Source: an optimization exercise on an open RTL-to-GDS flow (aim: small area). Production flows keep margins and buffers that such runs may drop. The RTL was checked by simulation tests, not by an equivalence proof against the original design. No activity file was given, so power comes from the tool's default toggle rates.

==> willow <==
==> flow/design.v (excerpt) <==
module flowmeter_core (
    input  wire       clk,
    input  wire       rst_n,         
    input  wire       pulse_in,
    input  wire       tick_m,
    input  wire       tick_c,
    output wire       dac_clk,
    output wire       dac_data,
    output wire       dac_load,
    output wire [1:0] cstate,
    output wire       seq_fault
);
==> flow/config.mk <==
export PLATFORM = sky130hd
export DESIGN_NAME = flowmeter_core
export DESIGN_NICKNAME = flowmeter_core
export VERILOG_FILES = /design/flow/design.v
export SDC_FILE = /design/flow/constraint.sdc
export NUM_CORES = 4
export LEC_CHECK = 0
export ABC_AREA = 1
export CAP_MARGIN = 0
export CORE_MARGIN = 2
export CORE_UTILIZATION = 65
export CTS_BUF_LIST = sky130_fd_sc_hd__clkbuf_8
export GPL_TIMING_DRIVEN = 0
export SLEW_MARGIN = 0
==> flow/constraint.sdc <==
create_clock -name core_clock -period 18.0 [get_ports {clk}]
set_input_delay 3.6000 -clock core_clock [delete_from_list [all_inputs] [get_ports {clk}]]
set_output_delay 3.6000 -clock core_clock [all_outputs]
set_load 0.01 [all_outputs]
run.sh (not shown) runs the stock make flow with config.mk's settings and CLKGATE_MAP_FILE= SYNTH_SCRIPT=/design/flow/synth_recipe.tcl, a recipe that flattens the netlist after the stock synthesis.
==> inputs of indigo, as changes to willow <==
==> flow/flow/run.sh (new file) <==
#!/bin/bash
# Layout flow: the standard flow (standard.sh) with two changes.
#  1. After the standard synthesis, the combinational logic between the
#     registers is re-mapped by ABC for area (flow/reopt.abc); the registers
#     (their names and cells) are kept exactly as the standard synthesis made
#     them, only the gates between them change.
#  2. Clock tree synthesis runs without dummy loads.
# Each tool's output goes to a log file in this folder.
set -euo pipefail
export CTS_ARGS="-sink_clustering_enable -repair_clock_nets -buf_list sky130_fd_sc_hd__clkbuf_8 -dont_use_dummy_load"
bash standard.sh synth > synth.log 2>&1

R=orfs/results/${FLOW_PLATFORM}/flowmeter_core/base
LIB=${FLOW_HOME}/platforms/${FLOW_PLATFORM}/lib/sky130_fd_sc_hd__tt_025C_1v80.lib
YOSYS=${FLOW_HOME}/../tools/install/yosys/bin/yosys
DONT_USE=""
for c in sky130_fd_sc_hd__probe_p_8 sky130_fd_sc_hd__probec_p_8 sky130_fd_sc_hd__lpflow_bleeder_1 sky130_fd_sc_hd__lpflow_clkbufkapwr_1 sky130_fd_sc_hd__lpflow_clkbufkapwr_16 sky130_fd_sc_hd__lpflow_clkbufkapwr_2 sky130_fd_sc_hd__lpflow_clkbufkapwr_4 sky130_fd_sc_hd__lpflow_clkbufkapwr_8 sky130_fd_sc_hd__lpflow_clkinvkapwr_1 sky130_fd_sc_hd__lpflow_clkinvkapwr_16 sky130_fd_sc_hd__lpflow_clkinvkapwr_2 sky130_fd_sc_hd__lpflow_clkinvkapwr_4 sky130_fd_sc_hd__lpflow_clkinvkapwr_8 sky130_fd_sc_hd__lpflow_decapkapwr_12 sky130_fd_sc_hd__lpflow_decapkapwr_3 sky130_fd_sc_hd__lpflow_decapkapwr_4 sky130_fd_sc_hd__lpflow_decapkapwr_6 sky130_fd_sc_hd__lpflow_decapkapwr_8 sky130_fd_sc_hd__lpflow_inputiso0n_1 sky130_fd_sc_hd__lpflow_inputiso0p_1 sky130_fd_sc_hd__lpflow_inputiso1n_1 sky130_fd_sc_hd__lpflow_inputiso1p_1 sky130_fd_sc_hd__lpflow_inputisolatch_1 sky130_fd_sc_hd__lpflow_isobufsrc_1 sky130_fd_sc_hd__lpflow_isobufsrc_16 sky130_fd_sc_hd__lpflow_isobufsrc_2 sky130_fd_sc_hd__lpflow_isobufsrc_4 sky130_fd_sc_hd__lpflow_isobufsrc_8 sky130_fd_sc_hd__lpflow_isobufsrckapwr_16 sky130_fd_sc_hd__lpflow_lsbuf_lh_hl_isowell_tap_1 sky130_fd_sc_hd__lpflow_lsbuf_lh_hl_isowell_tap_2 sky130_fd_sc_hd__lpflow_lsbuf_lh_hl_isowell_tap_4 sky130_fd_sc_hd__lpflow_lsbuf_lh_isowell_4 sky130_fd_sc_hd__lpflow_lsbuf_lh_isowell_tap_1 sky130_fd_sc_hd__lpflow_lsbuf_lh_isowell_tap_2 sky130_fd_sc_hd__lpflow_lsbuf_lh_isowell_tap_4 sky130_fd_sc_hd__fill_1 sky130_fd_sc_hd__fill_2 sky130_fd_sc_hd__fill_4 sky130_fd_sc_hd__fill_8 ; do DONT_USE="$DONT_USE -dont_use $c"; done
cp "$R/1_2_yosys.v" reopt_in.v
cat > reopt.ys <<EOY
read_liberty -overwrite -ignore_miss_func $LIB
read_verilog reopt_in.v
hierarchy -top ${FLOW_TOP}
blackbox sky130_fd_sc_hd__edfxtp_1 sky130_fd_sc_hd__dfxtp_1 sky130_fd_sc_hd__conb_1
flatten
read_liberty -lib -overwrite -ignore_miss_func $LIB
hierarchy -top ${FLOW_TOP}
opt_clean -purge
abc -liberty $LIB $DONT_USE -script $PWD/flow/reopt.abc
opt_clean -purge
setundef -zero
hilomap -singleton -hicell sky130_fd_sc_hd__conb_1 HI -locell sky130_fd_sc_hd__conb_1 LO
insbuf -buf sky130_fd_sc_hd__buf_4 A X
splitnets
opt_clean -purge
rename -enumerate -pattern _r%_ t:* w:*
check -assert -mapped
stat -liberty $LIB
write_verilog -noattr -nohex -nodec reopt_out.v
EOY
"$YOSYS" -s reopt.ys > reopt.log 2>&1
# the registers must be exactly those of the standard synthesis
grep -oE 'sky130_fd_sc_hd__[a-z0-9_]*(df|dl)[a-z0-9_]* +[^ ]+' reopt_in.v | sort > regs_in.txt
grep -oE 'sky130_fd_sc_hd__[a-z0-9_]*(df|dl)[a-z0-9_]* +[^ ]+' reopt_out.v | sort > regs_out.txt
cmp regs_in.txt regs_out.txt
cp reopt_out.v "$R/1_2_yosys.v"
rm -f "$R/1_synth.odb" "$R/1_synth.sdc"
bash standard.sh > standard.log 2>&1
==> flow/flow/reopt.abc (new file) <==
strash
dch
map -a
mfs2
strash
dch
map -a
==> flow/standard.sh (new file) <==
#!/bin/bash
# synth_recipe.tcl (not shown) runs the flow's synth.tcl, then flattens the netlist and writes it again
# the make line also repeats each setting of config.mk as NAME=value (left out here)
make -C /OpenROAD-flow-scripts/flow DESIGN_CONFIG=/design/flow/config.mk WORK_HOME=/design/flow/orfs CLKGATE_MAP_FILE= SYNTH_SCRIPT=/design/flow/synth_recipe.tcl "${@:-finish}"
--- a/flow/config.mk
+++ b/flow/config.mk
@@ -8,3 +8,3 @@
 export ABC_AREA = 1
-export CAP_MARGIN = 0
+export CAP_MARGIN = 20
 export CORE_MARGIN = 2
@@ -12,3 +12,2 @@
 export CTS_BUF_LIST = sky130_fd_sc_hd__clkbuf_8
-export GPL_TIMING_DRIVEN = 0
-export SLEW_MARGIN = 0
+export SLEW_MARGIN = 20
removed: flow/run.sh
==> inputs of violet, as changes to willow <==
==> flow/flow/run.sh (new file) <==
#!/bin/bash
# Layout flow: the standard flow (standard.sh) with two changes.
#  1. After the standard synthesis, the combinational logic between the
#     registers is re-mapped by ABC for area (flow/reopt.abc: a time-limited
#     &deepsyn restructuring, then area mapping); the registers
#     (their names and cells) are kept exactly as the standard synthesis made
#     them, only the gates between them change.
#  2. Clock tree synthesis runs without dummy loads.
# Each tool's output goes to a log file in this folder.
set -euo pipefail
export CTS_ARGS="-sink_clustering_enable -repair_clock_nets -buf_list sky130_fd_sc_hd__clkbuf_8 -dont_use_dummy_load"
bash standard.sh synth > synth.log 2>&1

R=orfs/results/${FLOW_PLATFORM}/flowmeter_core/base
LIB=${FLOW_HOME}/platforms/${FLOW_PLATFORM}/lib/sky130_fd_sc_hd__tt_025C_1v80.lib
YOSYS=${FLOW_HOME}/../tools/install/yosys/bin/yosys
DONT_USE=""
for c in sky130_fd_sc_hd__probe_p_8 sky130_fd_sc_hd__probec_p_8 sky130_fd_sc_hd__lpflow_bleeder_1 sky130_fd_sc_hd__lpflow_clkbufkapwr_1 sky130_fd_sc_hd__lpflow_clkbufkapwr_16 sky130_fd_sc_hd__lpflow_clkbufkapwr_2 sky130_fd_sc_hd__lpflow_clkbufkapwr_4 sky130_fd_sc_hd__lpflow_clkbufkapwr_8 sky130_fd_sc_hd__lpflow_clkinvkapwr_1 sky130_fd_sc_hd__lpflow_clkinvkapwr_16 sky130_fd_sc_hd__lpflow_clkinvkapwr_2 sky130_fd_sc_hd__lpflow_clkinvkapwr_4 sky130_fd_sc_hd__lpflow_clkinvkapwr_8 sky130_fd_sc_hd__lpflow_decapkapwr_12 sky130_fd_sc_hd__lpflow_decapkapwr_3 sky130_fd_sc_hd__lpflow_decapkapwr_4 sky130_fd_sc_hd__lpflow_decapkapwr_6 sky130_fd_sc_hd__lpflow_decapkapwr_8 sky130_fd_sc_hd__lpflow_inputiso0n_1 sky130_fd_sc_hd__lpflow_inputiso0p_1 sky130_fd_sc_hd__lpflow_inputiso1n_1 sky130_fd_sc_hd__lpflow_inputiso1p_1 sky130_fd_sc_hd__lpflow_inputisolatch_1 sky130_fd_sc_hd__lpflow_isobufsrc_1 sky130_fd_sc_hd__lpflow_isobufsrc_16 sky130_fd_sc_hd__lpflow_isobufsrc_2 sky130_fd_sc_hd__lpflow_isobufsrc_4 sky130_fd_sc_hd__lpflow_isobufsrc_8 sky130_fd_sc_hd__lpflow_isobufsrckapwr_16 sky130_fd_sc_hd__lpflow_lsbuf_lh_hl_isowell_tap_1 sky130_fd_sc_hd__lpflow_lsbuf_lh_hl_isowell_tap_2 sky130_fd_sc_hd__lpflow_lsbuf_lh_hl_isowell_tap_4 sky130_fd_sc_hd__lpflow_lsbuf_lh_isowell_4 sky130_fd_sc_hd__lpflow_lsbuf_lh_isowell_tap_1 sky130_fd_sc_hd__lpflow_lsbuf_lh_isowell_tap_2 sky130_fd_sc_hd__lpflow_lsbuf_lh_isowell_tap_4 sky130_fd_sc_hd__fill_1 sky130_fd_sc_hd__fill_2 sky130_fd_sc_hd__fill_4 sky130_fd_sc_hd__fill_8 ; do DONT_USE="$DONT_USE -dont_use $c"; done
cp "$R/1_2_yosys.v" reopt_in.v
cat > reopt.ys <<EOY
read_liberty -overwrite -ignore_miss_func $LIB
read_verilog reopt_in.v
hierarchy -top ${FLOW_TOP}
blackbox sky130_fd_sc_hd__edfxtp_1 sky130_fd_sc_hd__dfxtp_1 sky130_fd_sc_hd__conb_1
flatten
read_liberty -lib -overwrite -ignore_miss_func $LIB
hierarchy -top ${FLOW_TOP}
opt_clean -purge
abc -liberty $LIB $DONT_USE -script $PWD/flow/reopt.abc
opt_clean -purge
setundef -zero
hilomap -singleton -hicell sky130_fd_sc_hd__conb_1 HI -locell sky130_fd_sc_hd__conb_1 LO
insbuf -buf sky130_fd_sc_hd__buf_4 A X
splitnets
opt_clean -purge
rename -enumerate -pattern _r%_ t:* w:*
check -assert -mapped
stat -liberty $LIB
write_verilog -noattr -nohex -nodec reopt_out.v
EOY
"$YOSYS" -s reopt.ys > reopt.log 2>&1
# the registers must be exactly those of the standard synthesis
grep -oE 'sky130_fd_sc_hd__[a-z0-9_]*(df|dl)[a-z0-9_]* +[^ ]+' reopt_in.v | sort > regs_in.txt
grep -oE 'sky130_fd_sc_hd__[a-z0-9_]*(df|dl)[a-z0-9_]* +[^ ]+' reopt_out.v | sort > regs_out.txt
cmp regs_in.txt regs_out.txt
cp reopt_out.v "$R/1_2_yosys.v"
rm -f "$R/1_synth.odb" "$R/1_synth.sdc"
bash standard.sh > standard.log 2>&1
==> flow/flow/reopt.abc (new file) <==
strash
&get -n
&deepsyn -T 40
&put
dch
amap
mfs2
strash
dch
amap
mfs2
strash
dch
amap
==> flow/standard.sh (new file) <==
#!/bin/bash
# synth_recipe.tcl (not shown) runs the flow's synth.tcl, then flattens the netlist and writes it again
# the make line also repeats each setting of config.mk as NAME=value (left out here)
make -C /OpenROAD-flow-scripts/flow DESIGN_CONFIG=/design/flow/config.mk WORK_HOME=/design/flow/orfs CLKGATE_MAP_FILE= SYNTH_SCRIPT=/design/flow/synth_recipe.tcl "${@:-finish}"
--- a/flow/config.mk
+++ b/flow/config.mk
@@ -8,3 +8,3 @@
 export ABC_AREA = 1
-export CAP_MARGIN = 0
+export CAP_MARGIN = 20
 export CORE_MARGIN = 2
@@ -12,3 +12,2 @@
 export CTS_BUF_LIST = sky130_fd_sc_hd__clkbuf_8
-export GPL_TIMING_DRIVEN = 0
-export SLEW_MARGIN = 0
+export SLEW_MARGIN = 20
removed: flow/run.sh
==> notes <==
- Synthesized cell count: violet < indigo < willow.
- In indigo the utilization is higher than in willow, by 0.39 points.
- Against indigo, the global-route usage of violet is lower by 0.28 points.
- Worst setup slack: indigo is lower than willow (3.4 ns).
==> figures <==
metric                                                                           indigo          willow          violet
Met1 routed wirelength after detailed routing                                   7470 um         9640 um         7040 um
Result of the run                                                        finished clean  finished clean  finished clean
Routed wirelength normalized by instance count                                  18.0 um         17.5 um         20.0 um
Fin area                                                                      6970 um^2       8520 um^2       6340 um^2
Launch instance of the worst min-delay path                                       t3[0]           ddata           t3[2]
Internal portion of total power                                                0.621 mW        0.686 mW        0.434 mW
Clock slew at the register clock pins of the worst setup and hold paths         0.08 ns         0.11 ns         0.08 ns
Top fanout value on the critical path                                                18               9              11
Worst ir drop on vdd                                                           0.111 mV        0.105 mV       0.0750 mV
Mapped Cells                                                                        952           1,133             782

static timing again, ports no longer ideal:
Ports are ideal in the flow. The routed layouts listed here were re-timed in OpenROAD.
Step 1 assumes that a clkbuf_16 drives the clock port and a buf_2 every other input.
Step 2 adds t to the input delays and takes it off the output delays; t is the mean of the earliest and latest rising clock arrival at the registers after step 1. Input paths then give back, and output paths get back, about the clock's delay inside the block.
a / b / c = no drivers / after step 1 / after step 2; a / b = the first two.
run	shift t [ns]	setup slack, ns	slew at the worst register clock pin (ns)	pins driven straight from the clock port
willow	0.422	11.484 / 11.484 / 11.484	0.11 / 0.11	1
indigo	0.404	8.048 / 8.048 / 8.048	0.09 / 0.09	1
violet	0.386	4.838 / 4.838 / 4.838	0.09 / 0.09	1
After both steps every run listed still meets setup and hold.
